Context: an optimization exercise on an open-source flow, tuned for small area, a short achievable clock period and few clock cycles per item. The choices shown serve that exercise and are no tape-out recipe.
Function was checked by simulation only, so behaviour that the tests miss may differ from the original.
Power is estimated from default activity; no workload was simulated.

[design/flow/standard.sh]
#!/bin/bash
# synth_recipe.tcl (not shown) runs the flow's synth.tcl, then flattens the netlist and writes it again
# the make line also repeats each setting of config.mk as NAME=value (left out here)
make -C /OpenROAD-flow-scripts/flow DESIGN_CONFIG=/design/flow/config.mk WORK_HOME=/design/flow/orfs CLKGATE_MAP_FILE= SYNTH_SCRIPT=/design/flow/synth_recipe.tcl "${@:-finish}"
[design/flow/flow/run.sh]
#!/bin/bash
# The standard layout (standard.sh), with ORFS's setup repair asked to
# leave a larger setup-slack margin on the design's own clock period.
set -euo pipefail
export SETUP_SLACK_MARGIN=8
bash standard.sh > standard.log 2>&1
[design/flow/config.mk]
export PLATFORM = sky130hd
export DESIGN_NAME = a429pk
export DESIGN_NICKNAME = a429pk
export VERILOG_FILES = /design/flow/design.v
export SDC_FILE = /design/flow/constraint.sdc
export NUM_CORES = 8
export LEC_CHECK = 0
export CAP_MARGIN = 40
export CORE_MARGIN = 2
export CORE_UTILIZATION = 40
export SLEW_MARGIN = 40
export SYNTH_HIERARCHICAL = 1
export SYNTH_MINIMUM_KEEP_SIZE = 0
[design/flow/constraint.sdc]
create_clock -name core_clock -period 15.0 [get_ports {clk}]
set_input_delay 3.0000 -clock core_clock [delete_from_list [all_inputs] [get_ports {clk}]]
set_output_delay 3.0000 -clock core_clock [all_outputs]
set_load 0.01 [all_outputs]
[design/flow/design.v]
module a429pk_bk #(parameter W = 8) (
    input  wire [W-1:0] a,
    input  wire [W-1:0] b,
    input  wire         ci,
    output wire [W-1:0] s
);
    function integer clg(input integer v);
        integer t;
        begin
            clg = 0;
            for (t = v - 1; t > 0; t = t >> 1)
                clg = clg + 1;
        end
    endfunction
    localparam N = W + 1;
    localparam L = clg(N);
    wire [N-1:0] G [0:2*L];
    wire [N-1:0] P [0:2*L];
    assign G[0] = {a & b, ci};
    assign P[0] = {a ^ b, 1'b0};
    genvar l, i;
    generate
        for (l = 0; l < L; l = l + 1) begin : up
            for (i = 0; i < N; i = i + 1) begin : b_
                if (((i + 1) % (1 << (l + 1))) == 0) begin : n
                    assign G[l+1][i] = G[l][i] | (P[l][i] & G[l][i - (1 << l)]);
                    assign P[l+1][i] = P[l][i] & P[l][i - (1 << l)];
                end else begin : t
                    assign G[l+1][i] = G[l][i];
                    assign P[l+1][i] = P[l][i];
                end
            end
        end
        for (l = L - 2; l >= 0; l = l - 1) begin : dn
            for (i = 0; i < N; i = i + 1) begin : b_
                if (((i + 1) % (1 << (l + 1))) == (1 << l) && i >= (1 << (l + 1))) begin : n
                    assign G[2*L-1-l][i] = G[2*L-2-l][i] | (P[2*L-2-l][i] & G[2*L-2-l][i - (1 << l)]);
                    assign P[2*L-1-l][i] = P[2*L-2-l][i] & P[2*L-2-l][i - (1 << l)];
                end else begin : t
                    assign G[2*L-1-l][i] = G[2*L-2-l][i];
                    assign P[2*L-1-l][i] = P[2*L-2-l][i];
                end
            end
        end
    endgenerate
    wire [N-1:0] c = G[2*L-1];
    assign s = P[0][N-1:1] ^ c[N-2:0];
endmodule
module a429pk (
    input  wire         clk,
    input  wire         rst,
    input  wire         cmd_valid,
    output wire         cmd_ready,
    input  wire [287:0] cmd,
    output reg          rsp_valid,
    output wire [127:0] rsp_rn,
    output wire [63:0]  rsp_rd,
    output reg          diag_valid,
    output reg  [3:0]   diag_code,
    output wire [31:0]  raw,
    output wire [7:0]   dsr
);
    localparam [7:0] OP_SETRAW  = 8'h01, OP_GETRAW  = 8'h02,
                     OP_SETID   = 8'h03, OP_GETID   = 8'h04,
                     OP_SETSDI  = 8'h05, OP_GETSDI  = 8'h06,
                     OP_SETSSM  = 8'h07, OP_GETSSM  = 8'h08,
                     OP_SETPAR  = 8'h09, OP_GETPAR  = 8'h0A,
                     OP_SETBNR  = 8'h0B, OP_GETBNR  = 8'h0C,
                     OP_SETBCDD = 8'h0D, OP_SETBCD  = 8'h0E,
                     OP_GETBCD  = 8'h0F, OP_SETDISC = 8'h10,
                     OP_GETDISC = 8'h11, OP_SETDBIT = 8'h12,
                     OP_GETDBIT = 8'h13, OP_CLR     = 8'h14,
                     OP_GETWORD = 8'h15, OP_GETDSR  = 8'h16,
                     OP_CLRDSR  = 8'h17;
    localparam [3:0] E_NONE     = 4'd0,
                     E_RANGE    = 4'd1,
                     E_TOOWIDE  = 4'd2,
                     E_OCCUPIED = 4'd3,
                     E_OUTRANGE = 4'd4,
                     E_DIGIT    = 4'd5,
                     E_RADIX    = 4'd6,
                     E_SIGNOVL  = 4'd7,
                     E_ILLEGAL  = 4'd8;
    localparam [4:0] S_IDLE  = 5'd0,
                     S_EXEC  = 5'd1,    
                     S_PREP  = 5'd2,    
                     S_P2    = 5'd3,    
                     S_P1    = 5'd4,    
                     S_DIV   = 5'd5,    
                     S_FIN   = 5'd6,    
                     S_FIN2  = 5'd7,    
                     S_GMUL  = 5'd8,    
                     S_GD2   = 5'd9,    
                     S_DAB   = 5'd10,   
                     S_BW    = 5'd11,   
                     S_BREM  = 5'd12,   
                     S_BSCAN = 5'd13,   
                     S_GPREP = 5'd14,   
                     S_GBCD  = 5'd15,   
                     S_TB    = 5'd16,   
                     S_PREP2 = 5'd17;   
    reg [4:0] st;
    reg [31:0]  raw_q;
    reg [7:0]   dsr_q;
    reg [131:0] acc;         
    reg [130:0] ds;          
    reg [63:0]  opx;         
    reg [63:0]  rd;          
    reg [32:0]  alq;         
    reg [7:0]   opq;         
    reg [5:0]   fb, lb, sb;
    reg [6:0]   wv;          
    reg [4:0]   sht;         
    reg [4:0]   jc;          
    reg [4:0]   jd;          
    reg         bneg;        
    reg [65:0]  ppq;         
    reg         first;       
    reg         flip;        
    reg         flip1;       
    reg         neg;         
    reg         nz;          
    reg         tbq;         
    reg         hdone;       
    reg         shdone;      
    reg [4:0]   shc;         
    reg [6:0]   pos;         
    reg         m_div;       
    reg         m_ar;        
    reg         m_p1;        
    reg         pend;        
    reg [4:0]   np;          
    reg [3:0]   bk;          
    reg         remq;        
    reg [15:0]  gmask;       
    reg [4:0]   g_cnt;       
    reg [3:0]   g_lm;        
    reg [15:0]  g_inb;       
    assign raw       = raw_q;
    assign dsr       = dsr_q;
    assign cmd_ready = (st == S_IDLE);
    assign rsp_rn    = acc[127:0];
    assign rsp_rd    = rd;
    wire idle = (st == S_IDLE);
    function [2:0] msb8(input [7:0] f);
        reg hi;
        begin
            hi = |f[7:4];
            msb8[2] = hi;
            msb8[1] = hi ? (f[7] | f[6]) : (f[3] | f[2]);
            msb8[0] = hi ? (f[7] | (~f[6] & f[5])) : (f[3] | (~f[2] & f[1]));
        end
    endfunction
    function [5:0] msb64(input [63:0] x);
        reg [7:0]  nzb;
        reg [23:0] lo;
        reg [2:0]  g;
        integer i;
        begin
            for (i = 0; i < 8; i = i + 1) begin
                nzb[i]       = |x[8*i +: 8];
                lo[3*i +: 3] = msb8(x[8*i +: 8]);
            end
            g     = msb8(nzb);
            msb64 = {g, lo[3*g +: 3]};
        end
    endfunction
    function [4:0] btop(input [63:0] x);
        reg [5:0] m;
        begin
            m    = msb64(x ^ {x[62:0], 1'b0});
            btop = m[5:1];
        end
    endfunction
    function [2:0] bdig(input [63:0] x, input [4:0] j);
        reg [64:0] xx;
        begin
            xx   = {x, 1'b0};
            bdig = xx[{j, 1'b0} +: 3];
        end
    endfunction
    function [6:0] width0(input [5:0] f, input [5:0] l);
        width0 = (f > l) ? 7'd0 : ({1'b0, l} - {1'b0, f} + 7'd1);
    endfunction
    wire [7:0]  c_op  = cmd[7:0];
    wire [5:0]  c_rsv = cmd[31:26];
    wire [63:0] c_a   = cmd[95:32];
    wire [63:0] c_b   = cmd[159:96];
    wire [63:0] c_d   = cmd[287:224];
    wire c_known   = (c_op >= OP_SETRAW) && (c_op <= OP_CLRDSR);
    wire [63:0] c_c   = cmd[223:160];
    wire c_illegal = (c_rsv != 6'd0) || !c_known ||
                     (c_op == OP_SETPAR && c_a[63:1] != 63'd0);
    wire c_b10     = (c_b == 64'd10);
    wire c_hi8  = (c_a[63:8] != 56'd0);
    wire c_hi2  = c_hi8 || (c_a[7:2] != 6'd0);
    wire c_par  = c_a[0] ^ (^raw_q);
    wire occ_id  = (raw_q[7:0]   != 8'd0);
    wire occ_sdi = (raw_q[9:8]   != 2'd0);
    wire occ_ssm = (raw_q[30:29] != 2'd0);
    wire occ_par = raw_q[31];
    wire o_setid  = (c_op == OP_SETID);
    wire o_setsdi = (c_op == OP_SETSDI);
    wire o_setssm = (c_op == OP_SETSSM);
    wire o_setpar = (c_op == OP_SETPAR);
    wire o_setbcd = (c_op == OP_SETBCD);
    wire o_getbcd = (c_op == OP_GETBCD);
    wire x_set    = (c_op == OP_SETRAW) || (c_op == OP_SETDISC) || (c_op == OP_SETDBIT) ||
                    (c_op == OP_SETBCDD);
    wire x_get    = (c_op == OP_GETRAW) || (c_op == OP_GETDISC) || (c_op == OP_GETDBIT);
    wire o_sbnr   = (c_op == OP_SETBNR);
    wire o_gbnr   = (c_op == OP_GETBNR);
    wire x_e5     = (c_op == OP_SETBCDD) && !e_dfit;
    wire x_e1     = x_get ? !e_bok : (x_set && !x_e5 && !e_bok);
    wire x_e2     = x_set && !x_e5 && e_bok && !e_fit;
    wire x_e3     = x_set && !x_e5 && e_bok && e_fit && e_occ;
    wire x_w      = x_set && !x_e5 && e_bok && e_fit && !e_occ;
    wire c_d0     = (c_d == 64'd0);
    wire c_c0     = (c_c == 64'd0);
    wire g_e8     = o_gbnr && c_d0;
    wire gx_e1     = o_gbnr && !c_d0 && (!e_bok || !c_sok);
    wire g_two    = o_gbnr && !c_d0 && !e_bok && !c_sok;
    wire g_zero   = c_c0 || !e_bok || (e_al[31:0] == 32'd0);
    wire i_e1   = !c_illegal && (x_e1 || gx_e1);
    wire i_e5   = !c_illegal && x_e5;
    wire i_e8   = c_illegal || g_e8;
    wire i_e2   = !c_illegal && ((o_setid && c_hi8) || ((o_setsdi || o_setssm) && c_hi2) || x_e2);
    wire i_e3   = !c_illegal && ((o_setid && !c_hi8 && occ_id) || (o_setsdi && !c_hi2 && occ_sdi) ||
                                 (o_setssm && !c_hi2 && occ_ssm) || (o_setpar && occ_par) || x_e3);
    wire i_e6   = !c_illegal && (o_setbcd || o_getbcd) && !c_b10;
    wire i_e4   = !c_illegal && o_setbcd && c_b10 && c_a[63];
    wire i_diag = i_e8 || i_e1 || i_e2 || i_e3 || i_e4 || i_e5 || i_e6;
    wire [3:0] i_code = {i_e8, i_e6 || i_e4 || i_e5, i_e6 || i_e3 || i_e2, i_e3 || i_e1 || i_e5};
    wire i_wx   = !c_illegal && x_w;
    wire i_wid  = !c_illegal && o_setid && !c_hi8 && !occ_id;
    wire i_wsdi = !c_illegal && o_setsdi && !c_hi2 && !occ_sdi;
    wire i_wssm = !c_illegal && o_setssm && !c_hi2 && !occ_ssm;
    wire i_wpar = !c_illegal && o_setpar && !occ_par;
    wire i_clr  = !c_illegal && (c_op == OP_CLR);
    wire i_clrd = !c_illegal && (c_op == OP_CLRDSR);
    wire i_gmul  = o_gbnr && !c_d0 && !g_zero;
    wire i_multi = !c_illegal && (o_sbnr || i_gmul || g_two || (o_setbcd && c_b10 && !c_a[63]) ||
                                  (o_getbcd && c_b10 && c_f <= c_l));
    wire [4:0] i_next = c_illegal ? S_IDLE :
                        o_sbnr ? S_PREP :
                        i_gmul ? S_PREP :
                        g_two ? S_GD2 :
                        (o_setbcd && c_b10 && !c_a[63]) ? S_DAB :
                        (o_getbcd && c_b10 && c_f <= c_l) ? S_GBCD : S_IDLE;
    wire [5:0]  c_f    = cmd[13:8];
    wire [5:0]  c_l    = cmd[19:14];
    wire [5:0]  c_s    = cmd[25:20];
    wire        c_dbit = (c_op == OP_SETDBIT) || (c_op == OP_GETDBIT);
    wire [5:0]  ef     = idle ? c_f : fb;
    wire [5:0]  el     = idle ? (c_dbit ? c_f : c_l) : lb;
    reg  [32:0] e_ge, e_le;
    integer n;
    always @(*) begin
        for (n = 0; n < 33; n = n + 1) begin
            e_ge[n] = (n >= ef);
            e_le[n] = (n <= el);
        end
    end
    wire [32:0] ext    = {raw_q, 1'b0};                  
    wire [6:0]  e_d;
    a429pk_bk #(.W(7)) u_sub (.a({1'b0, el}), .b({1'b1, ~ef}), .ci(1'b1), .s(e_d));
    wire        e_le0  = !e_d[6];                           
    wire        e_bok  = (ef != 6'd0) && (el <= 6'd32) && e_le0;
    wire [32:0] e_al   = (ext & e_le) >> ef;             
    wire [31:0] e_mask = e_ge[32:1] & e_le[32:1];
    wire        e_occ  = (raw_q & e_mask) != 32'd0;
    wire [6:0]  e_w0   = e_le0 ? (e_d + 7'd1) : 7'd0;    
    wire [5:0]  c_amsb = msb64(c_a);
    wire        c_anz  = (c_a != 64'd0);
    wire [6:0]  e_dm;
    a429pk_bk #(.W(7)) u_cmp (.a(e_d), .b({1'b1, ~c_amsb}), .ci(1'b1), .s(e_dm));
    wire        e_mle  = e_le0 && !e_dm[6];
    wire        e_fit  = !c_a[63] && (!c_anz || e_mle);
    wire        e_dfit = e_fit;
    wire [5:0]  o_amsb = msb64(opx);
    wire        c_sok  = (c_s != 6'd0) && (c_s <= 6'd32);    
    wire        c_sbit = c_sok && ext[c_s];
    reg  [31:0] wval;
    reg  [5:0]  wsh;
    wire [31:0] u_wr = wval << wsh;
    wire        in_p1   = (st == S_P1);
    reg  [4:0]  nd_idx;
    reg  [63:0] nd_src;
    reg         nd_flip;
    wire [63:0] c_reg   = ds[63:0];
    always @(*) begin
        nd_src  = c_reg;
        nd_idx  = jc - 5'd1;
        nd_flip = flip;
        case (st)
            S_PREP: nd_idx = jc;
            S_P2: if (jc == 5'd0) begin
                nd_src  = opx;
                nd_idx  = jd;
                nd_flip = flip1;
            end
            S_P1: nd_src = opx;
            default: ;
        endcase
    end
    wire [2:0] nd_dig  = bdig(nd_src, nd_idx);
    wire       nd_one  = nd_dig[1] ^ nd_dig[0];
    wire       nd_two  = (nd_dig == 3'b011) || (nd_dig == 3'b100);
    wire       nd_neg  = (nd_one || nd_two) && ((nd_dig[2] && !(nd_dig[1] && nd_dig[0])) ^ nd_flip);
    wire        nd_p1   = m_p1 || (st == S_P2 && jc == 5'd0);
    wire [63:0] m_cand  = nd_p1 ? rd : ds[127:64];
    wire [65:0] m_c66   = {{2{m_cand[63]}}, m_cand};
    wire [65:0] pp_mag  = nd_one ? m_c66 : (nd_two ? {m_c66[64:0], 1'b0} : 66'd0);
    wire [65:0] pp_nx   = pp_mag ^ {66{nd_neg}};
    wire [131:0] pp_y   = {{66{ppq[65]}}, ppq};
    wire         d_sub  = !acc[131];                     
    wire [131:0] ad_x   = m_div ? {acc[130:0], 1'b0} :
                          (first ? 132'd0 : {acc[129:0], 2'b00});
    wire [131:0] ad_y   = m_div ? ({1'b0, ds} ^ {132{d_sub}}) : pp_y;
    wire         ad_ci  = m_div ? d_sub : bneg;
    wire [131:0] ad_s;
    a429pk_bk #(.W(132)) u_add (.a(ad_x), .b(ad_y), .ci(ad_ci), .s(ad_s));
    wire         q_bit  = !ad_s[131];
    reg  [32:0] f_ge, f_le;
    integer n2;
    always @(*) begin
        for (n2 = 0; n2 < 33; n2 = n2 + 1) begin
            f_ge[n2] = (n2 >= fb);
            f_le[n2] = (n2 <= lb);
        end
    end
    wire        f_bok   = (fb != 6'd0) && (lb <= 6'd32) && (fb <= lb);
    wire        f_occ   = (raw_q & f_ge[32:1] & f_le[32:1]) != 32'd0;
    wire        f_mok   = f_bok && !f_occ;                  
    wire        f_sgn   = neg && nz;
    wire        f_b2    = (sb != 6'd0) && (sb <= 6'd32);
    wire [5:0]  f_qi    = sb - fb;                          
    wire        f_inm   = f_mok && (fb <= sb) && (sb <= lb) && opx[f_qi[4:0]];
    wire        f_occ2  = raw_q[sb[4:0] - 5'd1] || f_inm;
    wire [31:0] f_raw1  = raw_q | (f_mok ? u_wr : 32'd0);
    wire [3:0]  f_e1    = !f_bok ? E_RANGE : (f_occ ? E_OCCUPIED : E_NONE);
    wire [3:0]  f_e2    = !f_b2 ? E_RANGE : (f_occ2 ? E_OCCUPIED : E_NONE);
    wire [31:0] f_wr2   = (f_b2 && !f_occ2 && f_sgn) ? (32'd1 << (sb[4:0] - 5'd1)) : 32'd0;
    wire [6:0]  c_span = e_d;
    wire [4:0]  c_gcnt = e_le0 ? ({1'b0, c_span[5:2]} + 5'd1) : 5'd0;
    wire [1:0]  c_glw  = c_span[1:0];
    wire [3:0]  c_glm  = (c_glw == 2'd0) ? 4'b0001 : (c_glw == 2'd1) ? 4'b0011 :
                         (c_glw == 2'd2) ? 4'b0111 : 4'b1111;
    wire [5:0]  c_gt   = 6'd29 - c_f;
    reg  [15:0] c_ginb;
    integer kk;
    always @(*) begin
        for (kk = 0; kk < 16; kk = kk + 1)
            c_ginb[kk] = (kk != 0 || c_f != 6'd0) &&
                         ((kk + 1 == c_gcnt) ? (c_l <= 6'd32) :
                                               (c_f <= 6'd29 && kk <= c_gt[5:2]));
    end
    wire [35:0] al36 = {3'b000, alq};
    reg  [15:0] g_act, g_lst, g_bad, g_occ;
    reg  [63:0] g_dig;      
    reg  [31:0] g_err;      
    integer k;
    always @(*) begin
        for (k = 0; k < 16; k = k + 1) begin : grp
            reg [3:0] d, gm, occn;
            reg g_inbk;
            g_act[k] = (k < g_cnt);
            g_lst[k] = (k + 1 == g_cnt);
            gm = g_lst[k] ? g_lm : 4'b1111;
            d  = ds[4*k +: 4];
            g_bad[k] = (d & ~gm) != 4'd0;
            occn = (k <= 8) ? al36[4*k +: 4] : 4'd0;
            if (k > 8) g_inbk = 1'b0; else g_inbk = g_inb[k];
            g_occ[k] = (occn & gm) != 4'd0;
            g_err[2*k +: 2] = !g_act[k] ? 2'd0 :
                              g_bad[k] ? 2'd3 :
                              !g_inbk ? 2'd1 :
                              g_occ[k] ? 2'd2 : 2'd0;
            g_dig[4*k +: 4] = (g_act[k] && g_err[2*k +: 2] == 2'd0) ? d : 4'd0;
        end
    end
    reg [15:0] g_errv;
    integer k2;
    always @(*) begin
        for (k2 = 0; k2 < 16; k2 = k2 + 1)
            g_errv[k2] = g_err[2*k2 +: 2] != 2'd0;
    end
    wire g_e0 = (g_errv == 16'd0);
    wire g_one = !g_e0 && ((g_errv & (g_errv - 16'd1)) == 16'd0);
    function [3:0] ecode(input [1:0] e);
        ecode = (e == 2'd1) ? E_RANGE : (e == 2'd2) ? E_OCCUPIED :
                (e == 2'd3) ? E_DIGIT : E_NONE;
    endfunction
    reg [3:0] g_first;
    integer k3;
    always @(*) begin
        g_first = E_NONE;
        for (k3 = 15; k3 >= 0; k3 = k3 - 1)
            if (g_errv[k3]) g_first = ecode(g_err[2*k3 +: 2]);
    end
    wire [3:0] g_scan = ecode(g_err[2*bk +: 2]);
    wire [75:0] g_hmask = ~(76'd0) << {g_cnt, 2'b00};
    wire        g_rem   = (ds[75:0] & g_hmask) != 76'd0;
    wire [3:0]  gi     = np[3:0];
    wire        gb_inb = (gi <= 4'd8) && g_inb[gi];
    wire [3:0]  gb_dig = gb_inb ? al36[{gi, 2'b00} +: 4] : 4'd0;
    wire [31:0] gb_x   = {acc[28:0], 3'b000};
    wire [31:0] gb_y   = {acc[30:0], 1'b0};
    wire [31:0] gb_z   = {28'd0, gb_dig};
    wire [31:0] gb_s   = gb_x ^ gb_y ^ gb_z;
    wire [31:0] gb_c   = {(gb_x[30:0] & gb_y[30:0]) | (gb_x[30:0] & gb_z[30:0]) |
                          (gb_y[30:0] & gb_z[30:0]), 1'b0};
    wire [31:0] gb_acc;
    a429pk_bk #(.W(32)) u_gadd (.a(gb_s), .b(gb_c), .ci(1'b0), .s(gb_acc));
    function [3:0] dadj(input [3:0] a);
        begin
            dadj[3] = a[3] | (a[2] & (a[1] | a[0]));
            dadj[2] = (a[2] & ~a[1] & ~a[0]) | (a[3] & a[0]);
            dadj[1] = (~a[2] & a[1]) | (a[1] & a[0]) | (a[3] & ~a[0]);
            dadj[0] = (~a[3] & ~a[2] & a[0]) | (a[2] & a[1] & ~a[0]) | (a[3] & ~a[0]);
        end
    endfunction
    function [75:0] dab1(input [75:0] v, input b);
        integer i;
        reg [75:0] t;
        begin
            for (i = 0; i < 19; i = i + 1)
                t[4*i +: 4] = dadj(v[4*i +: 4]);
            dab1 = {t[74:0], b};
        end
    endfunction
    wire [4:0]  dab_i    = first ? o_amsb[5:1] : np;
    wire [1:0]  dab_bits = opx[{dab_i, 1'b0} +: 2];
    wire [75:0] dab_in   = first ? 76'd0 : ds[75:0];
    wire [75:0] dab_out  = dab1(dab1(dab_in, dab_bits[1]), dab_bits[0]);
    always @(*) begin
        wval = opx[31:0];
        wsh  = ef - 6'd1;
        if (idle)
            wval = c_a[31:0];
        else if (st == S_BW) begin
            if (fb == 6'd0) begin
                wval = g_dig[32:1];
                wsh  = 6'd0;
            end else
                wval = g_dig[31:0];
        end
    end
    reg        nx_diag;
    reg [3:0]  nx_code;
    reg        p1_hd, p1_sd;
    reg [131:0] acc_m;
    reg [7:0]  dsr_set;
    reg [4:0]  p1_shc;
    always @(posedge clk) begin
        nx_diag = 1'b0;
        nx_code = E_NONE;
        p1_hd   = 1'b0;
        p1_sd   = 1'b0;
        p1_shc  = 5'd0;
        acc_m   = acc;
        bneg <= nd_neg;
        ppq  <= pp_nx;
        if (idle) begin
            opq   <= c_op;
            fb    <= cmd[13:8];
            lb    <= cmd[19:14];
            sb    <= cmd[25:20];
            neg   <= cmd[95] ^ cmd[159] ^ cmd[223] ^ cmd[287];
            flip  <= o_gbnr ? c_sbit : (cmd[159] ^ cmd[223]);
            flip1 <= cmd[95] ^ cmd[287];
            first <= 1'b1;
            jc    <= btop(c_c);
            jd    <= btop(c_d);
            m_div <= 1'b0;
            m_ar  <= 1'b0;
            m_p1  <= 1'b0;
            opx   <= (c_op == OP_SETBNR) ? c_d : c_a;
            ds    <= {3'd0, (o_gbnr ? {32'd0, e_al[31:0]} : c_b), c_c};
            alq   <= e_al;
            np    <= c_gcnt - 5'd1;
            g_cnt <= c_gcnt;
            g_lm  <= c_glm;
            g_inb <= c_ginb;
            rd    <= (c_op == OP_GETBNR) ? c_d : ((c_op == OP_SETBNR) ? c_a : 64'd1);
            acc_m  = (c_op == OP_GETID)   ? {124'd0, raw_q[7:0]} :
                     (c_op == OP_GETSDI)  ? {130'd0, raw_q[9:8]} :
                     (c_op == OP_GETSSM)  ? {130'd0, raw_q[30:29]} :
                     (c_op == OP_GETPAR)  ? {131'd0, raw_q[31]} :
                     (c_op == OP_GETWORD) ? {100'd0, raw_q} :
                     (c_op == OP_GETDSR)  ? {124'd0, dsr_q} :
                     (x_get && e_bok)     ? {100'd0, e_al[31:0]} : 132'd0;
        end
        begin
            rsp_valid <= 1'b0;
            case (st)
            S_IDLE: if (cmd_valid) begin
                rsp_valid <= !i_multi;
                if (i_diag) begin
                    nx_diag = 1'b1; nx_code = i_code;
                end
                if (c_illegal) begin
                    rd    <= 64'd1;
                    acc_m = 132'd0;
                end
                if (i_wid)  raw_q[7:0]   <= c_a[7:0];
                if (i_wsdi) raw_q[9:8]   <= c_a[1:0];
                if (i_wssm) raw_q[30:29] <= c_a[1:0];
                if (i_wpar) raw_q[31]    <= c_par;
                if (i_wx)   raw_q        <= raw_q | u_wr;
                if (g_e8)   rd           <= 64'd1;
                if (i_clr)  raw_q        <= 32'd0;
                if (i_clrd) dsr_q        <= 8'd0;
                st <= i_next;
            end
            S_PREP: begin
                wv  <= e_w0;
                sht <= e_w0[6:2] + {4'd0, e_w0[1] | e_w0[0]};
                if (opq == OP_SETBNR) begin
                    if (c_reg == 64'd0 || ds[127:64] == 64'd0 || opx == 64'd0) begin
                        nx_diag = 1'b1; nx_code = E_ILLEGAL;
                        rsp_valid <= 1'b1;
                        rd <= 64'd1;
                        st <= S_IDLE;
                    end else begin
                        if (fb <= sb && sb <= lb) begin
                            nx_diag = 1'b1; nx_code = E_SIGNOVL;
                        end
                        st   <= S_P2;
                        m_ar <= 1'b1;
                    end
                end else begin
                    st   <= S_GMUL;
                    m_ar <= 1'b1;
                end
            end
            S_P2: begin
                first <= 1'b0;
                jc    <= jc - 5'd1;
                if (jc == 5'd0) begin
                    st     <= S_P1;
                    m_p1   <= 1'b1;
                    jc     <= jd;
                    first  <= 1'b1;
                    flip   <= flip1;
                    hdone  <= 1'b0;
                    shdone <= 1'b0;
                    shc    <= 5'd0;
                end
            end
            S_P1: begin
                p1_hd  = hdone;
                p1_sd  = shdone;
                p1_shc = shc;
                if (first) begin
                    ds <= {acc[129:0], 1'b0};
                    p1_sd = (sht == 5'd0);
                end else if (!shdone) begin
                    if (ds[130:127] != 4'd0)
                        p1_sd = 1'b1;
                    else begin
                        ds <= {ds[126:0], 4'd0};
                        p1_shc = shc + 5'd1;
                        p1_sd  = (p1_shc == sht);
                    end
                end
                if (!hdone) begin
                    first <= 1'b0;
                    jc    <= jc - 5'd1;
                    p1_hd = (jc == 5'd0);
                end
                hdone  <= p1_hd;
                shdone <= p1_sd;
                shc    <= p1_shc;
                m_ar   <= !p1_hd;
                if (p1_hd && p1_sd) begin
                    tbq   <= 1'b0;
                    st    <= S_DIV;
                    m_div <= 1'b1;
                    m_ar  <= 1'b1;
                    opx   <= 64'd0;
                    nz    <= 1'b0;
                    pos   <= {p1_shc, 2'b00};
                end
            end
            S_DIV: begin
                opx <= {opx[62:0], q_bit};
                pos <= pos - 7'd1;
                if (q_bit) nz <= 1'b1;
                tbq <= q_bit && (pos >= wv);
                if (tbq) begin
                    m_div <= 1'b0;
                    m_ar  <= 1'b0;
                    st    <= S_TB;
                end else if (pos == 7'd0) begin
                    m_div <= 1'b0;
                    m_ar  <= 1'b0;
                    st    <= S_FIN;
                end
            end
            S_TB: begin
                nx_diag = 1'b1; nx_code = E_OUTRANGE;
                rsp_valid <= 1'b1;
                acc_m = 132'd0;
                rd    <= 64'd1;
                st    <= S_IDLE;
            end
            S_FIN: begin
                acc_m = 132'd0;
                rd  <= 64'd1;
                if (tbq) begin
                    nx_diag = 1'b1; nx_code = E_OUTRANGE;
                    rsp_valid <= 1'b1;
                    st <= S_IDLE;
                end else if (f_e1 != E_NONE && f_e2 != E_NONE) begin
                    nx_diag = 1'b1; nx_code = f_e1;
                    st <= S_FIN2;
                end else begin
                    raw_q <= f_raw1 | f_wr2;
                    if (f_e1 != E_NONE) begin nx_diag = 1'b1; nx_code = f_e1; end
                    if (f_e2 != E_NONE) begin nx_diag = 1'b1; nx_code = f_e2; end
                    rsp_valid <= 1'b1;
                    st <= S_IDLE;
                end
            end
            S_FIN2: begin
                raw_q <= raw_q | f_wr2;
                nx_diag = 1'b1; nx_code = f_e2;
                rsp_valid <= 1'b1;
                st <= S_IDLE;
            end
            S_GMUL: begin
                first <= 1'b0;
                jc    <= jc - 5'd1;
                if (jc == 5'd0) begin
                    m_ar <= 1'b0;
                    rsp_valid <= 1'b1;
                    st <= S_IDLE;
                end
            end
            S_GD2: begin
                nx_diag = 1'b1; nx_code = E_RANGE;
                rsp_valid <= 1'b1;
                st <= S_IDLE;
            end
            S_DAB: begin
                ds[75:0] <= dab_out;
                first <= 1'b0;
                np    <= dab_i - 5'd1;
                if (dab_i == 5'd0) st <= S_BW;
            end
            S_BW: begin
                raw_q <= raw_q | u_wr;
                if (g_e0) begin
                    if (g_rem) begin nx_diag = 1'b1; nx_code = E_OUTRANGE; end
                    rsp_valid <= 1'b1;
                    st <= S_IDLE;
                end else if (g_one) begin
                    nx_diag = 1'b1; nx_code = g_first;
                    if (g_rem) st <= S_BREM;
                    else begin
                        rsp_valid <= 1'b1;
                        st <= S_IDLE;
                    end
                end else begin
                    bk    <= 4'd0;
                    remq  <= g_rem;
                    gmask <= g_errv;
                    st    <= S_BSCAN;
                end
            end
            S_BREM: begin
                nx_diag = 1'b1; nx_code = E_OUTRANGE;
                rsp_valid <= 1'b1;
                st <= S_IDLE;
            end
            S_BSCAN: begin
                if (gmask[bk]) begin nx_diag = 1'b1; nx_code = g_scan; end
                bk <= bk + 4'd1;
                if ({1'b0, bk} + 5'd1 == g_cnt) begin
                    if (remq) st <= S_BREM;
                    else begin
                        rsp_valid <= 1'b1;
                        st <= S_IDLE;
                    end
                end
            end
            S_GBCD: begin
                acc_m[31:0] = gb_acc;
                if (!gb_inb) begin nx_diag = 1'b1; nx_code = E_RANGE; end
                np <= np - 5'd1;
                if (np == 5'd0) begin
                    rsp_valid <= 1'b1;
                    st <= S_IDLE;
                end
            end
            default: st <= S_IDLE;
            endcase
            diag_valid <= nx_diag;
            diag_code  <= nx_code;
            case (nx_code)
                4'd1: dsr_set = 8'h01;
                4'd2: dsr_set = 8'h02;
                4'd3: dsr_set = 8'h04;
                4'd4: dsr_set = 8'h08;
                4'd5: dsr_set = 8'h10;
                4'd6: dsr_set = 8'h20;
                4'd7: dsr_set = 8'h40;
                4'd8: dsr_set = 8'h80;
                default: dsr_set = 8'h00;
            endcase
            if (nx_diag && !(st == S_IDLE && i_clrd))
                dsr_q <= dsr_q | dsr_set;
        end
        acc <= m_ar ? ad_s : acc_m;
        if (rst) begin
            st         <= S_IDLE;
            raw_q      <= 32'd0;
            dsr_q      <= 8'd0;
            rsp_valid  <= 1'b0;
            diag_valid <= 1'b0;
            diag_code  <= 4'd0;
        end
    end
endmodule
==> flow_summary.toml, run 1 <==
[outcome]
outcome = "finished clean"

[placement]
gp_congestion = 1.05
post_dp_cell_area_sq_mm = 0.0735
io_buffer_count = 529
dpl_worst_slack_ns = 5.08
placed_cells = 10900
place.detailed.hpwl_microns = 311000

[cells_and_area]
syn_to_final_growth_pct = 20.0
layoutNonFillerInstCount = 11200
drive_above_1_share_pct = 12.6
final_area_sq_mm = 0.0793
final.fill_count = 16500
final_nets = 9640
finish.utilization_pct = 48.2

[cts]
cts_hold_repair.buffers = 0
clk_transition_reported_paths_ns = 0.06
htree_levels = 3
total_cts_buffers = 86
worstSkewPairLatency_ns = 0.76
clock-sinks = 655
cts-root-to-sink-buffers = 3
root_buffer = "clkbuf_16"
cts_tree = "yes"

[power_and_ir_drop]
netSwitchingFraction_pct = 58.3
power_mw = 24.9
seq_power_share_pct = 17.3
share_clk_of_total_power_pct = 9.4
worst_vdd_drop_mv = 0.737
power_leakage_nw = 30.9
switchingPower_mw = 14.5
power_density_mw_per_mm2 = 315
cell_int_power_mw = 10.4
p_comb_share_pct = 73.4

[die]
die_w_microns = 410
core_area_sq_mm = 0.164
start_util_pct = 40.2
dieArea_sq_mm = 0.168
rows = 149
pin_count = 530
fp.dieH_microns = 410

[timing]
post_route_worst_setup_slack_ns = 7.03
clock.fmax_mhz = 125
maxSlewHeadroom_pct = 30.6
final-setup-viol-count = 0
tightestPinTransition_ns = 1.01
slew_violations = 0
period_share_pct = 53.1
worst_hold_slack_ns = 0.503
tns_ns = 0
timing.clock.skew_ns = 0.0691
final-hold-violation-count = 0
layout_min_cycle_time_ns = 7.97
unrepaired_setup_endpoints_after_global_routing = "yes"

[route]
remaining_drc_errors = 0
route.vias.total = 76900
firstDrtPassIters = 7
viasPerCell = 6.86
wl_per_cell_microns = 36.1
route.antenna.remaining_nets = 0
route.final.wire_length_microns = 404000
drt_iter0_drc = 13200

[setup_path]
regToRegEndpoint = "ppq[48]$_DFF_P_"
required_ns = 15.62
cp-start-kind = "input port"
startpoint = "cmd[95]"
reg2reg_from = "jc[1]$_DFF_P_"
worst-r2r-cell-count = 19
path_class = "in -> reg"
cpPeakStageDelay_ns = 0.64
worst-endpoint-arrival_ns = 8.59
cp_slowest_cell = "mux2i_1"
worst_setup_endpoint = "raw_q[3]$_SDFFE_PP0P_"
critical_path.most_common_cell = "buf_6"
setup.reg_to_reg.worst_slack_ns = 8.16
worstPathMaxFanout = 7
critPathCaptureType = "flip-flop"

[grt]
grt_remaining_overflow = 0
grt_antenna_before_repair = 40
grtUsageTotal_pct = 45.7
grt_pass1_vias = 70200
first_pass_grt_wire_length_microns = 554000
grt_max_degree = 104

[flow_run]
max_cap_violations = 0

[synthesis]
per_instance_average_area_after_synthesis_sq_um = 7.59
syn_area_sq_mm = 0.0661
synth_cells = 8701
yosysWarnings = 10

[min_path]
hp-class = "reg -> reg"
hp-start = "acc[130]$_DFF_P_"
[power groups by stage]
stage,Sequential [mW],Clock [mW],Combinational (mW)
after floorplan,3.29,0,11.1
after global routing,4.29,2.41,19.2
after global placement,4.25,0,16.4
after CTS,4.18,2.34,17.1
after detailed placement,4.22,0,16.7
final,4.31,2.34,18.3
[worst max-delay path: cells and delay by family]
kind,cells,cell delay (ns)
AND/OR/NAND/NOR,7,1.31
XOR/XNOR,1,0.16
buffers and inverters,7,1.39
AO/OA/AOI/OAI,9,1.38
adder cells (fa/ha/maj),2,0.69
multiplexers,1,0.64
[sequential cells by signal, summed over array words and instances (netlist names), 6 cells and up]
signal  cells
acc       132
alq        33
ds        131
dsr_q       8
fb          6
g_inb       9
gmask      16
lb          6
opq         8
opx        64
pos         7
ppq        65
raw_q      32
rd         64
sb          6
wv          7
[worst min path at each step]
stage / end / cells after the start / slack, ns
after floorplan: acc[130]$_DFF_P_ / 1 / 0.44
after global placement: acc[130]$_DFF_P_ / 1 / 0.49
after detailed placement: acc[130]$_DFF_P_ / 1 / 0.48
after CTS: acc[130]$_DFF_P_ / 1 / 0.50
after global routing: acc[130]$_DFF_P_ / 1 / 0.51
final: acc[130]$_DFF_P_ / 1 / 0.50
[placed cells by master (no fill, tap or decap), types with 85 or more instances in the layout]
master	n
nand2_1	955
a21oi_1	693
nor2_1	665
dfxtp_1	510
inv_1	487
clkdlybuf4s50_1	484
o21ai_0	476
buf_4	363
ha_1	319
xnor2_1	279
a22o_1	245
xor2_1	199
nand3_1	193
nor3_1	170
a22oi_1	141
edfxtp_1	131
mux2i_1	126
o211ai_1	115
nor4_1	102
a31oi_1	100
clkbuf_16	93
nand4_1	89
or3_1	89
fa_1	85
[timing repair]
action,in CTS,in global routing
gates resized for setup,178,186
hold endpoints to repair,0,0
cloned,6,6
pin swaps,37,82
endpoints found under the setup margin,218,216
setup buffers,62,71
[cell type report]
type	count	area, sq um	area share [%]
multi-input cells	6733	48000	60.6
flip-flops and latches	655	14400	18.2
repair buffers	956	8940	11.3
well taps	2189	2740	3.46
clock buffers	116	2440	3.08
inverters	502	1940	2.45
clock inverters	44	648	0.818
diodes	17	42.5	0.0537
repair inverters	1	8.76	0.0111
[per-layer routing]
layer | global-route usage [%] | up-vias | part of all wire, %
li1 | - | 32600 | -
met1 | 60.8 | 37500 | 39
met2 | 65.2 | 5735 | 41
met3 | 14.7 | 1083 | 14
met4 | 24.7 | 28 | 6.5
met5 | 0.833 | - | 0.088
Testbench counts, summed over its fixed seeds: cycles 8,134, commands 3,486.
==> inputs of run 2 (changes only) <==
--- a/design/flow/config.mk
+++ b/design/flow/config.mk
@@ -9,5 +9,3 @@
 export CORE_MARGIN = 2
 export CORE_UTILIZATION = 40
 export SLEW_MARGIN = 40
-export SYNTH_HIERARCHICAL = 1
-export SYNTH_MINIMUM_KEEP_SIZE = 0
==> run 2 against run 1 <==
Effect of this change:
- clock skew is 0.012 ns lower
- sequential share of layout area is 0.23 points higher
- utilization is 0.098 points lower
- worst hold slack worse by 0.025 ns
- design area is 1.3% lower
- via count is 0.61% lower
==> flow_summary.toml, run 2 <==
[synthesis]
synth_compound_gate_area_share_pct = 28.5
yosys-mux-area-fraction_pct = 6.75
yosys.area_share.adder_pct = 8.82
synth-simple-area-share_pct = 19.7
syn_area_sq_mm = 0.0654
per_instance_average_area_after_synthesis_sq_um = 7.42
dominant_combinational_cell_family_by_area_after_synthesis = "compound AO/OA/AOI/OAI gates"
netlist-cell-type-count = 106
yosys-top-cells-area = "dfxtp_1, ha_1, edfxtp_1, a21oi_1, nand2_1"
synth-async-reset-ratio_pct = 0
synth_top_cell_by_area = "dfxtp_1"
sequential_area_share_after_synthesis_pct = 22.0
synth-edff-count = 131
synth_seq_cells = 655
synth_cells = 8815
synth_most_common_cell = "nand2_1"
synth_xor_xnor_area_share_pct = 5.70
yosys_most_used_dff = "dfxtp_1"
synth_top_cell_area_share_pct = 16.0
synth_commonest_cells = "nand2_1, nor2_1, a21oi_1, clkbuf_1, o21ai_0"
yosysWarnings = 4

[setup_path]
critPathCaptureType = "flip-flop"
path_class = "in -> reg"
required_ns = 15.60
worst-endpoint-arrival_ns = 7.87
worstPathMaxFanout = 6
cp-start-kind = "input port"

[die]
rows = 148
pin_count = 530
fp.dieH_microns = 408
dieArea_sq_mm = 0.167
start_util_pct = 40.2
core_area_sq_mm = 0.163
die_w_microns = 408

[min_path]
hp-class = "reg -> reg"

[timing]
unrepaired_setup_endpoints_after_global_routing = "yes"
timing.clock.skew_ns = 0.0569
period_share_pct = 48.5
clock.fmax_mhz = 138
slew_violations = 0
tns_ns = 0
layout_min_cycle_time_ns = 7.27
maxSlewHeadroom_pct = 31.2
final-setup-viol-count = 0
final-hold-violation-count = 0
worst_hold_slack_ns = 0.478
tightestPinTransition_ns = 1.02

[cells_and_area]
regMostFlops = "acc"
leading_cell_type_in_the_layout_fill_and_taps_excluded = "nand2_1"
final.fill_count = 16500
final_nets = 9698
drive_above_1_share_pct = 11.4
syn_to_final_growth_pct = 19.5
largest_registers = "acc (132), ds (131), ppq (65)"
largest_reg_flops = 132
commonest_cells_after_routing_fill_and_taps_aside = "nand2_1, nor2_1, a21oi_1"

[route]
remaining_drc_errors = 0
route.final.wire_length_microns = 400000
firstDrtPassIters = 10
drt_iter0_drc = 12100
wl_per_cell_microns = 35.5
met1_length_microns = 159000
viasPerCell = 6.78
route.vias.total = 76500
routed.top_layer = "met5"
route.antenna.remaining_nets = 0
met2WireLength_microns = 156000
routed-wl-met3_microns = 58200

[cts]
htree_levels = 3
root_buffer = "clkbuf_16"
clk_transition_reported_paths_ns = 0.06
total_cts_buffers = 88
clock-sinks = 655
cts-root-to-sink-buffers = 3
worstSkewPairLatency_ns = 0.77
cts_tree = "yes"

[outcome]
outcome = "finished clean"

[power_and_ir_drop]
power_density_mw_per_mm2 = 310
power_leakage_nw = 30.7
worst_vdd_drop_mv = 0.424
power_mw = 24.2

[grt]
grt_remaining_overflow = 0
grt_max_degree = 165
grt_antenna_before_repair = 55
grt_pass1_vias = 69600
grtUsageTotal_pct = 45.5
first_pass_grt_wire_length_microns = 548000

[placement]
io_buffer_count = 529
gp_congestion = 1.08
place.detailed.hpwl_microns = 309000

[flow_run]
max_cap_violations = 0
[run 2: layout make-up]
type | instances | area (sq um) | share of cell area, %
Antenna cell | 31 | 77.6 | 0.0992
Inverter | 515 | 1990 | 2.54
Sequential cell | 655 | 14400 | 18.5
Multi-Input combinational cell | 6839 | 47400 | 60.6
Clock buffer | 115 | 2480 | 3.17
Clock inverter | 43 | 598 | 0.765
Timing Repair Buffer | 899 | 8510 | 10.9
Tap cell | 2175 | 2720 | 3.48
[run 2: worst max-delay path, stage by stage]
cell and delay, ns:
buf_8 0.12, or4_4 0.52, o211ai_1 0.27, a31oi_2 0.15, o211a_1 0.28, buf_4 0.17
o21ai_0 0.32, nand3_2 0.16, o31ai_4 0.10, a221oi_4 0.15, ha_2 0.21, a21o_1 0.18
a211oi_2 0.27, buf_4 0.16, nand3b_1 0.07, and2_4 0.19, o31ai_4 0.22, buf_6 0.16
nor4_4 0.04, buf_6 0.19, buf_4 0.14, and2_4 0.16, a211o_1 0.27, a221oi_2 0.28
nor3_1 0.07
[run 2: path summary, 6_finish.rpt]
kind,slack (ns),startpoint,depth (start not counted),endpoint
worst max-delay path,7.73,cmd[45],25,raw_q[1]$_SDFFE_PP0P_
worst min-delay path,0.48,acc[130]$_DFF_P_,2,acc[130]$_DFF_P_
worst max register to register,7.98,m_div$_DFF_P_,19,acc[129]$_DFF_P_
worst min register to register,0.48,acc[130]$_DFF_P_,2,acc[130]$_DFF_P_
[run 2: repair_timing]
action,in CTS,in global routing
hold buffers,0,0
setup buffers,69,30
endpoints found under the setup margin,208,110
resized for setup,257,124
pin swaps,66,62
gates cloned,8,2
[run 2: cell families (layout without fill, tap and decap cells)]
group	after synthesis	count (layout)
AO/OA/AOI/OAI	2826	2829
XOR/XNOR	426	426
adder cells (fa/ha/maj)	412	412
buffers and inverters	1324	1572
flip-flops	655	655
multiplexers	347	347
other	0	31
AND/OR/NAND/NOR	2825	2825
[run 2: where the power goes]
part | internal [mW] | switching (mW)
clock | 1.32 | 1.00
combinational | 5.72 | 12.2
sequential | 2.72 | 1.34
[run 2: metal layers]
layer	global-route usage [%]	up-vias
li1	-	32500
met1	60.9	37100
met2	62.1	5714
met3	17.3	1089
met4	25.1	32
met5	0	-
[run 2: through the flow]
stage / area, sq um / utilization [%] / cells / setup slack, ns
detailed placement: 72800 / 44.8 / 11000 / 4.82
global placement: 72300 / 44.5 / 11000 / 4.99
global route: 78200 / 48.1 / 11300 / 7.55
CTS: 77300 / 47.5 / 11200 / 7.90
finish: 78200 / 48.1 / 11300 / 7.73
floorplan: 65800 / - / 8815 / 7.45
==> inputs of run 3 (changes only) <==
==> design/flow/flow/run.sh (replaced) <==
#!/bin/bash
# The standard layout (standard.sh), with ORFS's setup repair asked to
# leave a larger setup-slack margin on the design's own clock period, and
# plain buffers (buf_2) for the port buffers.
set -euo pipefail
export SETUP_SLACK_MARGIN=8
export BUFFER_PORTS_ARGS="-buffer_cell sky130_fd_sc_hd__buf_2"
bash standard.sh > standard.log 2>&1
==> run 3 against run 2 <==
Effect of this change:
- final cell count down 0.58%
- sequential share of layout area is 0.76 points higher
- sequential cell count unchanged
- critical endpoint is now raw_q[25]$_SDFFE_PP0P_
- highest routed layer unchanged
==> flow_summary.toml, run 3 <==
[cts]
worstSkewPairLatency_ns = 0.75
total_cts_buffers = 88
clock-sinks = 655
clk_transition_reported_paths_ns = 0.06
root_buffer = "clkbuf_16"
htree_levels = 3
cts-root-to-sink-buffers = 3
cts_tree = "yes"

[timing]
worst_hold_slack_ns = 0.489
layout_min_cycle_time_ns = 7.19
unrepaired_setup_endpoints_after_global_routing = "yes"
maxSlewHeadroom_pct = 26.4
final-setup-viol-count = 0
clock.fmax_mhz = 139
final-hold-violation-count = 0
timing.clock.skew_ns = 0.0402
period_share_pct = 47.9
tns_ns = 0
tightestPinTransition_ns = 1.10
slew_violations = 0

[grt]
grt_antenna_before_repair = 57
first_pass_grt_wire_length_microns = 540000
grt_remaining_overflow = 0
grtUsageTotal_pct = 44.9
grt_max_degree = 140
grt_pass1_vias = 68500

[route]
remaining_drc_errors = 0
routed.top_layer = "met5"
firstDrtPassIters = 10
routed-wl-met3_microns = 54900
wl_per_cell_microns = 35.2
viasPerCell = 6.80
drt_iter0_drc = 12400
met1_length_microns = 158000
met2WireLength_microns = 155000
route.antenna.remaining_nets = 0
route.vias.total = 76200
route.final.wire_length_microns = 394000

[die]
die_w_microns = 408
rows = 148
pin_count = 530
dieArea_sq_mm = 0.167
start_util_pct = 40.2
fp.dieH_microns = 408
core_area_sq_mm = 0.163

[cells_and_area]
total_area_of_multi_input_combinational_cells_sq_mm = 0.0472
leading_cell_type_in_the_layout_fill_and_taps_excluded = "nand2_1"
register_area_sq_mm = 0.0144
commonest_cells_after_routing_fill_and_taps_aside = "nand2_1, nor2_1, a21oi_1"
syn_to_final_growth_pct = 14.8
regMostFlops = "acc"
final_nets = 9632
largest_registers = "acc (132), ds (131), ppq (65)"
layoutNonFillerInstCount = 11200
final.fill_count = 16600
largest_reg_flops = 132
drive_above_1_share_pct = 16.4

[synthesis]
synth_top_cell_by_area = "dfxtp_1"
dominant_combinational_cell_family_by_area_after_synthesis = "compound AO/OA/AOI/OAI gates"
synth_compound_gate_area_share_pct = 28.5
yosys_most_used_dff = "dfxtp_1"
synth_commonest_cells = "nand2_1, nor2_1, a21oi_1, clkbuf_1, o21ai_0"
synth_top_cell_area_share_pct = 16.0
synth_seq_cells = 655
yosys-top-cells-area = "dfxtp_1, ha_1, edfxtp_1, a21oi_1, nand2_1"
synth-edff-count = 131
yosys.area_share.adder_pct = 8.82
synth_most_common_cell = "nand2_1"
yosys-mux-area-fraction_pct = 6.75
synth-simple-area-share_pct = 19.7
syn_area_sq_mm = 0.0654
synth-async-reset-ratio_pct = 0
per_instance_average_area_after_synthesis_sq_um = 7.42
synth_cells = 8815
yosysWarnings = 4
synth_xor_xnor_area_share_pct = 5.70
netlist-cell-type-count = 106
sequential_area_share_after_synthesis_pct = 22.0

[setup_path]
cpPeakStageDelay_ns = 0.58
cp-start-kind = "input port"
critPathCaptureType = "flip-flop"
worstPathMaxFanout = 6
setup.reg_to_reg.worst_slack_ns = 8.04
worst-r2r-cell-count = 18
cp_slowest_cell = "a221oi_2"
required_ns = 15.58
path_class = "in -> reg"
cell_breakdown_of_the_critical_path = "buf_4 > or4_4 > o211ai_1 > a31oi_1 > o211a_1 > nor2_4 > buf_4 > mux2i_1 > a221oi_2 > ha_1 > a21o_1 > a211oi_2 > a21oi_2 > nand4b_1 > o31ai_4 > o31ai_4 > buf_6 > nor3_4 > o21ba_4 > buf_6 > nand3_4 > a22oi_2 > nor2_1"
worst-endpoint-arrival_ns = 7.77

[min_path]
min_delay_path_depth = 2
hp-class = "reg -> reg"

[outcome]
outcome = "finished clean"

[power_and_ir_drop]
power_leakage_nw = 30.8
p_comb_share_pct = 72.8
switchingPower_mw = 14.2
seq_power_share_pct = 17.1
worst_vdd_drop_mv = 0.299
cell_int_power_mw = 9.54
power_mw = 23.7
power_density_mw_per_mm2 = 316
share_clk_of_total_power_pct = 10.1
netSwitchingFraction_pct = 59.8

[flow_run]
max_cap_violations = 0

[placement]
placed_cells = 10900
place.detailed.hpwl_microns = 304000
io_buffer_count = 529
gp_congestion = 1.08
[run 3: power by group through the flow]
stage	clock network, mW	logic [mW]	registers [mW]
after floorplan	0	10.5	3.24
after global placement	0	15.7	4.01
after detailed placement	0	15.9	4.00
after CTS	2.40	16.2	3.96
after global routing	2.46	18.0	4.06
final	2.40	17.3	4.05
[run 3: cells by family (layout without fill, tap and decap cells)]
group	count (synthesis)	in the layout
AO/OA/AOI/OAI	2826	2830
AND/OR/NAND/NOR	2825	2826
buffers and inverters	1324	1509
flip-flops	655	655
XOR/XNOR	426	426
adder cells (fa/ha/maj)	412	412
multiplexers	347	347
other	0	27
[run 3: worst paths after layout]
path,startpoint,endpoint
max,cmd[46],raw_q[25]$_SDFFE_PP0P_
min,acc[130]$_DFF_P_,acc[130]$_DFF_P_
max reg2reg,st[3]$_SDFFE_PP0P_,ppq[41]$_DFF_P_
min reg2reg,acc[130]$_DFF_P_,acc[130]$_DFF_P_
[run 3: metal layers]
| metal | track usage (%) | vias up |
|---|---|---|
| met3 | 15.3 | 1030 |
| met4 | 24.5 | 38 |
| met2 | 61.5 | 5586 |
| met5 | 0 | - |
| li1 | - | 32400 |
| met1 | 61.0 | 37100 |
[run 3: final cells by class]
cell class | instances | area share [%]
flip-flops and latches | 655 | 19.2
inverters | 515 | 2.61
multi-input cells | 6841 | 62.9
repair buffers | 831 | 7.28
well taps | 2175 | 3.62
clock inverters | 48 | 0.903
clock buffers | 115 | 3.39
diodes | 27 | 0.0899
[run 3: critical path: cells and delay by family]
kind,cells,cell delay (ns)
simple gates,6,1.20
fa+ha+maj,1,0.27
buf+inv,4,0.63
compound gates,11,2.49
mux,1,0.15
[run 3: per-stage QoR]
step / area [sq um] / setup WS (ns) / utilization [%]
3_3_place_gp: 69500 / 5.68 / 42.7
2_1_floorplan: 65800 / 7.45 / -
6_report: 75100 / 7.81 / 46.2
3_5_place_dp: 70000 / 5.41 / 43.1
4_1_cts: 74300 / 7.85 / 45.7
5_1_grt: 75100 / 7.67 / 46.2
[run 3: repair_timing]
action                                  4_1_cts  5_1_grt
hold buffers                                  0        0
buffers inserted                             45       17
endpoints found under the setup margin      104      132
cloned                                        5        3
pin swaps                                    52       58
resized for setup                           113      114
==> inputs of run 4 (changes only) <==
--- a/design/flow/config.mk
+++ b/design/flow/config.mk
@@ -8,4 +8,5 @@
 export CAP_MARGIN = 40
 export CORE_MARGIN = 2
 export CORE_UTILIZATION = 40
+export CTS_BUF_LIST = sky130_fd_sc_hd__clkbuf_8 sky130_fd_sc_hd__clkbuf_4
 export SLEW_MARGIN = 40
==> run 4 against run 3 <==
Effect of this change:
- sequential share of layout area up 0.077 points
- critical path depth rose by 3
- maximum frequency up 2.1%
- utilization down 0.18 points
- worst hold slack lost 0.00063 ns
- largest power group unchanged
- sequential power hardly changed
- design area down 0.40%
- via count is 0.44% higher
- wire length is 0.24% higher
- critical endpoint is now raw_q[29]$_SDFFE_PP0P_
- global-route usage grew 0.13 points
- first-iteration DRC count up 3.7%
==> flow_summary.toml, run 4 <==
[outcome]
outcome = "finished clean"

[route]
remaining_drc_errors = 0
route.final.wire_length_microns = 395000
drt_iter0_drc = 12900
firstDrtPassIters = 9
route.vias.total = 76500
viasPerCell = 6.77
wl_per_cell_microns = 35.0
route.antenna.remaining_nets = 0

[timing]
layout_min_cycle_time_ns = 7.04
period_share_pct = 46.9
post_route_worst_setup_slack_ns = 7.96
tightestPinTransition_ns = 1.26
slew_violations = 0
tns_ns = 0
final-setup-viol-count = 0
worst_hold_slack_ns = 0.488
clock.fmax_mhz = 142
maxSlewHeadroom_pct = 14.9
unrepaired_setup_endpoints_after_global_routing = "yes"
final-hold-violation-count = 0
timing.clock.skew_ns = 0.0496

[cts]
worstSkewPairLatency_ns = 0.98
cts-root-to-sink-buffers = 3
total_cts_buffers = 136
clock-sinks = 655
cts_tree = "yes"
htree_levels = 4
root_buffer = "clkbuf_8"
clk_transition_reported_paths_ns = 0.06

[grt]
grt_max_degree = 140
first_pass_grt_wire_length_microns = 541000
grtUsageTotal_pct = 45.0
grt_remaining_overflow = 0
grt_antenna_before_repair = 62
grt_pass1_vias = 68700

[cells_and_area]
leading_cell_type_in_the_layout_fill_and_taps_excluded = "nand2_1"
drive_above_1_share_pct = 17.0
final_nets = 9678
largest_registers = "acc (132), ds (131), ppq (65)"
commonest_cells_after_routing_fill_and_taps_aside = "nand2_1, nor2_1, a21oi_1"
syn_to_final_growth_pct = 14.4
regMostFlops = "acc"
finish.utilization_pct = 46.0
largest_reg_flops = 132

[setup_path]
reg2reg_from = "st[3]$_SDFFE_PP0P_"
worst-r2r-cell-count = 18
cp_slowest_cell = "or4_4"
worst_setup_endpoint = "raw_q[29]$_SDFFE_PP0P_"
regToRegEndpoint = "ppq[41]$_DFF_P_"
required_ns = 15.80
cp_num_buf_inv = 6
cp-start-kind = "input port"
startpoint = "cmd[47]"
timing.critical_path.max_delay_family = "compound AO/OA/AOI/OAI gates"
path_class = "in -> reg"
worstPathMaxFanout = 7
setup.reg_to_reg.worst_slack_ns = 8.03
cpPeakStageDelay_ns = 0.50
count_of_cell_instances_traversed_by_the_critical_path = 26
worst-endpoint-arrival_ns = 7.84
critPathCaptureType = "flip-flop"

[synthesis]
syn_area_sq_mm = 0.0654
synth_top_cell_by_area = "dfxtp_1"
netlist-cell-type-count = 106
synth_commonest_cells = "nand2_1, nor2_1, a21oi_1, clkbuf_1, o21ai_0"
yosys-top-cells-area = "dfxtp_1, ha_1, edfxtp_1, a21oi_1, nand2_1"
synth-edff-count = 131
sequential_area_share_after_synthesis_pct = 22.0
per_instance_average_area_after_synthesis_sq_um = 7.42
synth_most_common_cell = "nand2_1"
synth_cells = 8815
synth-async-reset-ratio_pct = 0
synth_top_cell_area_share_pct = 16.0
synth_seq_cells = 655
yosysWarnings = 4
yosys_most_used_dff = "dfxtp_1"

[die]
fp.dieH_microns = 408
pin_count = 530
core_area_sq_mm = 0.163
dieArea_sq_mm = 0.167
rows = 148
start_util_pct = 40.2
die_w_microns = 408

[placement]
io_buffer_count = 529
gp_congestion = 1.08
dpl_worst_slack_ns = 5.41
place.detailed.hpwl_microns = 304000

[power_and_ir_drop]
power_leakage_nw = 30.8
power_density_mw_per_mm2 = 314
power_mw = 23.5
worst_vdd_drop_mv = 0.299

[min_path]
hp-class = "reg -> reg"

[flow_run]
max_cap_violations = 0
## run 4: metrics by stage
step / area, sq um / std cells
final: 74800 / 11300
after global routing: 74800 / 11300
after CTS: 73600 / 11200
after detailed placement: 70000 / 10900
after global placement: 69500 / 10900
after floorplan: 65800 / 8815
## run 4: final cells by class
cell class	instances	area, sq um
Fill cell	16700	87800
Multi-Input combinational cell	6839	47100
Sequential cell	655	14400
Timing Repair Buffer	831	5400
Tap cell	2175	2720
Clock buffer	203	2560
Inverter	515	1960
Clock inverter	45	502
Antenna cell	35	87.6
## run 4: layer usage
metal	vias to the layer above	share of wire, %	global-route usage [%]
li1	32500	-	-
met1	37100	40	60.6
met2	5773	40	61.8
met3	1039	14	16.7
met4	40	6.2	23.7
met5	-	0.067	0
## run 4: worst min-delay path, stage by stage, from the launching register on
cell,delay [ns]
dfxtp_1,0.32
nand2_1,0.05
o21ai_0,0.07
## run 4: cells by family after synthesis
| kind of cell | after synthesis | synth area share [%] |
|---|---|---|
| multiplexers | 347 | 6.75 |
| buffers and inverters | 1324 | 8.46 |
| AO/OA/AOI/OAI | 2826 | 28.5 |
| adder cells (fa/ha/maj) | 412 | 8.82 |
| XOR/XNOR | 426 | 5.70 |
| flip-flops | 655 | 22.0 |
| AND/OR/NAND/NOR | 2825 | 19.7 |
## run 4: worst min path at each step
stage | from | end | slack (ns) | cells past startpoint
floorplan | acc[130]$_DFF_P_ | acc[130]$_DFF_P_ | 0.44 | 2
global placement | acc[130]$_DFF_P_ | acc[130]$_DFF_P_ | 0.46 | 2
detailed placement | acc[130]$_DFF_P_ | acc[130]$_DFF_P_ | 0.47 | 2
CTS | acc[130]$_DFF_P_ | acc[130]$_DFF_P_ | 0.48 | 2
global route | acc[130]$_DFF_P_ | acc[130]$_DFF_P_ | 0.51 | 2
finish | acc[130]$_DFF_P_ | acc[130]$_DFF_P_ | 0.49 | 2
## run 4: where the power goes
group	total, mW	internal (mW)	leakage [nW]	switching, mW
registers	4.05	2.72	5.60	1.34
logic	17.2	5.39	23.6	11.8
clock network	2.24	1.22	1.62	1.02
total	23.5	9.32	30.8	14.2
## run 4: timing repair
item | in CTS | in global routing
gates cloned | 3 | 3
gates resized for setup | 53 | 151
pin swaps | 25 | 80
setup endpoints to repair | 81 | 80
hold buffers | 0 | 0
setup buffers | 27 | 34
==> inputs of run 5 (changes only) <==
--- a/design/flow/config.mk
+++ b/design/flow/config.mk
@@ -7,6 +7,6 @@
 export LEC_CHECK = 0
 export CAP_MARGIN = 40
 export CORE_MARGIN = 2
-export CORE_UTILIZATION = 40
+export CORE_UTILIZATION = 50
 export CTS_BUF_LIST = sky130_fd_sc_hd__clkbuf_8 sky130_fd_sc_hd__clkbuf_4
 export SLEW_MARGIN = 40
==> run 5 against run 4 <==
Effect of this change:
- sequential share of layout area rose by 0.26 points
- worst setup slack got worse by 0.067 ns
- clock power is 7% lower
- still clean
- maximum frequency shrank 0.94%
- worst hold slack improved by 0.00070 ns
- sequential cell count unchanged
- utilization up 11 points
- critical path depth shrank 3
- largest power group unchanged
- clock skew is 0.0096 ns higher
- non-clock buffer count increased by 16
- count of clock-buffer cells in the layout fell by 8
==> flow_summary.toml, run 5 <==
[cts]
cts_tree = "yes"
root_buffer = "clkbuf_8"
clock-sinks = 655
cts-root-to-sink-buffers = 3
cts_hold_repair.buffers = 0
total_cts_buffers = 130
htree_levels = 4
worstSkewPairLatency_ns = 0.90
clk_transition_reported_paths_ns = 0.07

[power_and_ir_drop]
worst_vdd_drop_mv = 0.336
power_mw = 23.4
power_leakage_nw = 30.7
power_density_mw_per_mm2 = 317

[cells_and_area]
final_area_sq_mm = 0.0739
regMostFlops = "acc"
largest_registers = "acc (132), ds (131), ppq (65)"
total_area_of_multi_input_combinational_cells_sq_mm = 0.0469
final_nets = 9690
register_area_sq_mm = 0.0144
largest_reg_flops = 132
final.fill_count = 12200
commonest_cells_after_routing_fill_and_taps_aside = "nand2_1, nor2_1, a21oi_1"
leading_cell_type_in_the_layout_fill_and_taps_excluded = "nand2_1"
syn_to_final_growth_pct = 12.9
drive_above_1_share_pct = 16.8

[placement]
post_dp_cell_area_sq_mm = 0.0695
dpl_worst_slack_ns = 5.99
gp_congestion = 1.13
place.detailed.hpwl_microns = 298000
io_buffer_count = 529

[setup_path]
cpPeakStageDelay_ns = 0.50
setup.reg_to_reg.worst_slack_ns = 7.94
regToRegEndpoint = "dsr_q[3]$_SDFFE_PP0P_"
required_ns = 15.78
cp-start-kind = "input port"
path_class = "in -> reg"
cell_breakdown_of_the_critical_path = "buf_2 > nor4_2 > nand3_1 > o211a_1 > nor2_4 > buf_6 > nor4b_4 > o21ai_1 > a311oi_1 > ha_2 > o2111ai_2 > a21oi_2 > nand4b_1 > o31ai_4 > buf_4 > buf_4 > nor4_2 > a21oi_2 > buf_4 > a21oi_2 > and4b_2 > nor3b_2 > o21a_1"
worstPathMaxFanout = 7
worst-endpoint-arrival_ns = 7.89
cp_slowest_cell = "nor4_2"
reg2reg_from = "st[4]$_SDFFE_PP0P_"
critPathCaptureType = "flip-flop"
worst-r2r-cell-count = 26

[timing]
timing.clock.skew_ns = 0.0592
layout_min_cycle_time_ns = 7.11
final-setup-viol-count = 0
maxSlewHeadroom_pct = 28.4
period_share_pct = 47.4
clock.fmax_mhz = 141
post_route_worst_setup_slack_ns = 7.89
unrepaired_setup_endpoints_after_global_routing = "yes"
tns_ns = 0
slew_violations = 0
final-hold-violation-count = 0
tightestPinTransition_ns = 1.07
worst_hold_slack_ns = 0.489

[grt]
grt_max_degree = 131
grt_antenna_before_repair = 54
grtUsageTotal_pct = 55.7
first_pass_grt_wire_length_microns = 539000
grt_remaining_overflow = 0
grt_pass1_vias = 70900

[min_path]
min_delay_path_depth = 2
hold-path-endpoint = "acc[130]$_DFF_P_"
hp-class = "reg -> reg"
hp-start = "acc[130]$_DFF_P_"

[synthesis]
yosys-top-cells-area = "dfxtp_1, ha_1, edfxtp_1, a21oi_1, nand2_1"
synth_compound_gate_area_share_pct = 28.5
synth-async-reset-ratio_pct = 0
per_instance_average_area_after_synthesis_sq_um = 7.42
synth_top_cell_by_area = "dfxtp_1"
yosys-mux-area-fraction_pct = 6.75
yosysWarnings = 4
synth_top_cell_area_share_pct = 16.0
synth-simple-area-share_pct = 19.7
dominant_combinational_cell_family_by_area_after_synthesis = "compound AO/OA/AOI/OAI gates"
synth_most_common_cell = "nand2_1"
netlist-cell-type-count = 106
synth_xor_xnor_area_share_pct = 5.70
yosys_most_used_dff = "dfxtp_1"
sequential_area_share_after_synthesis_pct = 22.0
synth-edff-count = 131
synth_commonest_cells = "nand2_1, nor2_1, a21oi_1, clkbuf_1, o21ai_0"
synth_seq_cells = 655
syn_area_sq_mm = 0.0654
synth_cells = 8815
yosys.area_share.adder_pct = 8.82

[flow_run]
max_cap_violations = 0

[route]
wl_per_cell_microns = 36.0
viasPerCell = 7.30
drt_iter0_drc = 15500
firstDrtPassIters = 11
remaining_drc_errors = 0
route.antenna.remaining_nets = 0
route.vias.total = 79500
route.final.wire_length_microns = 393000

[die]
rows = 132
core_area_sq_mm = 0.130
start_util_pct = 50.5
pin_count = 530
die_w_microns = 366
fp.dieH_microns = 366
dieArea_sq_mm = 0.134

[outcome]
outcome = "finished clean"
run 5: cell types whose count changed in the layout (fill, tap and decap cells not counted), sizes merged:
cell | previous run | this run
a31o | 17 | 18
buf | 827 | 843
bufinv | 6 | 5
clkbuf | 206 | 198
clkinv | 33 | 30
clkinvlp | 2 | 0
diode | 35 | 58
inv | 519 | 518
nor2 | 816 | 815
or3 | 48 | 49
run 5: stage by stage:
step                      cells  util [%]
after floorplan            8815         -
after global placement    10500      53.3
after detailed placement  10500      53.6
after CTS                 10800      56.2
after global routing      10800      56.9
final                     10900      57.0
run 5: area by class of cell:
class | count | share of cell area, %
diodes | 58 | 0.197
clock buffers | 195 | 3.28
clock inverters | 37 | 0.520
inverters | 515 | 2.65
multi-input cells | 6840 | 63.5
flip-flops and latches | 655 | 19.6
well taps | 1742 | 2.95
repair buffers | 847 | 7.30
repair inverters | 1 | 0.0119
run 5: power by group:
part / internal [mW] / switching (mW) / total [mW]
Combinational: 5.37 / 11.8 / 17.1
Sequential: 2.72 / 1.43 / 4.15
Clock: 1.13 / 0.955 / 2.08
Total: 9.22 / 14.2 / 23.4
run 5: worst max path at each step:
stage            start                    end  slack [ns]  cells after the start
2_1_floorplan   cmd[6]  raw_q[2]$_SDFFE_PP0P_        7.45                     24
3_3_place_gp   cmd[76]  raw_q[9]$_SDFFE_PP0P_        5.78                     18
3_5_place_dp    cmd[1]  raw_q[9]$_SDFFE_PP0P_        5.99                     24
4_1_cts         cmd[6]         acc[0]$_DFF_P_        7.99                     16
5_1_grt        cmd[46]  dsr_q[3]$_SDFFE_PP0P_        7.81                     24
6_report       cmd[76]  dsr_q[3]$_SDFFE_PP0P_        7.89                     23
run 5: kinds of logic (layout without fill, tap and decap cells):
family,count (synthesis),in the layout
and+or+nand+nor,2825,2826
adders and majority gates,412,412
muxes,347,347
xor gates and xnor gates,426,426
AOI/OAI and AO/OA,2826,2829
buffers and inverters,1324,1595
DFF,655,655
other,0,58
run 5: repair_timing:
item                                    in CTS  in global routing
gates resized for setup                     51                107
setup buffers                               26                 33
endpoints found under the setup margin      75                 52
gates cloned                                 3                  4
pin swaps                                   21                 45
run 5: routing by layer:
layer / share of wire [%] / global-route usage, %
met5: 0.17 / 1.46
met4: 9.9 / 41.6
met3: 18 / 29.9
met2: 37 / 73.9
met1: 34 / 66.7
run 5: critical path, delay by kind of cell:
family | cells | cell delay [ns]
fa+ha+maj | 1 | 0.35
simple gates | 8 | 2.06
compound gates | 9 | 1.68
buf+inv | 5 | 0.78

## afterwards: timing with drivers on the ports
The flow's constraints put no driver on any port. The routed layouts listed below were extracted and timed again, unchanged, in two steps. Step 1 sets driving cells, clkbuf_16 on the clock port and buf_2 on the other inputs (assumed; they add their load-dependent delay and slew). Step 2 also shifts input and output timing later by t, the mid clock arrival at the registers, as if the neighbouring blocks saw the same clock. a / b / c = ideal ports / drivers / drivers and shift; a / b = the first two.
run	shift t [ns]	setup WS [ns]	pins driven straight from the clock port
run 1	0.826	7.030 / 7.096 / 6.270	1
run 2	0.841	7.731 / 7.646 / 6.805	1
run 3	0.823	7.812 / 7.703 / 6.880	1
run 4	1.039	7.961 / 7.860 / 6.820	1
run 5	0.959	7.894 / 7.937 / 6.983	1
After both steps setup and hold are still met in every run listed. The setup slack of run 4, which loses most, moves by -0.101 ns with the drivers and by -1.141 ns with both steps.
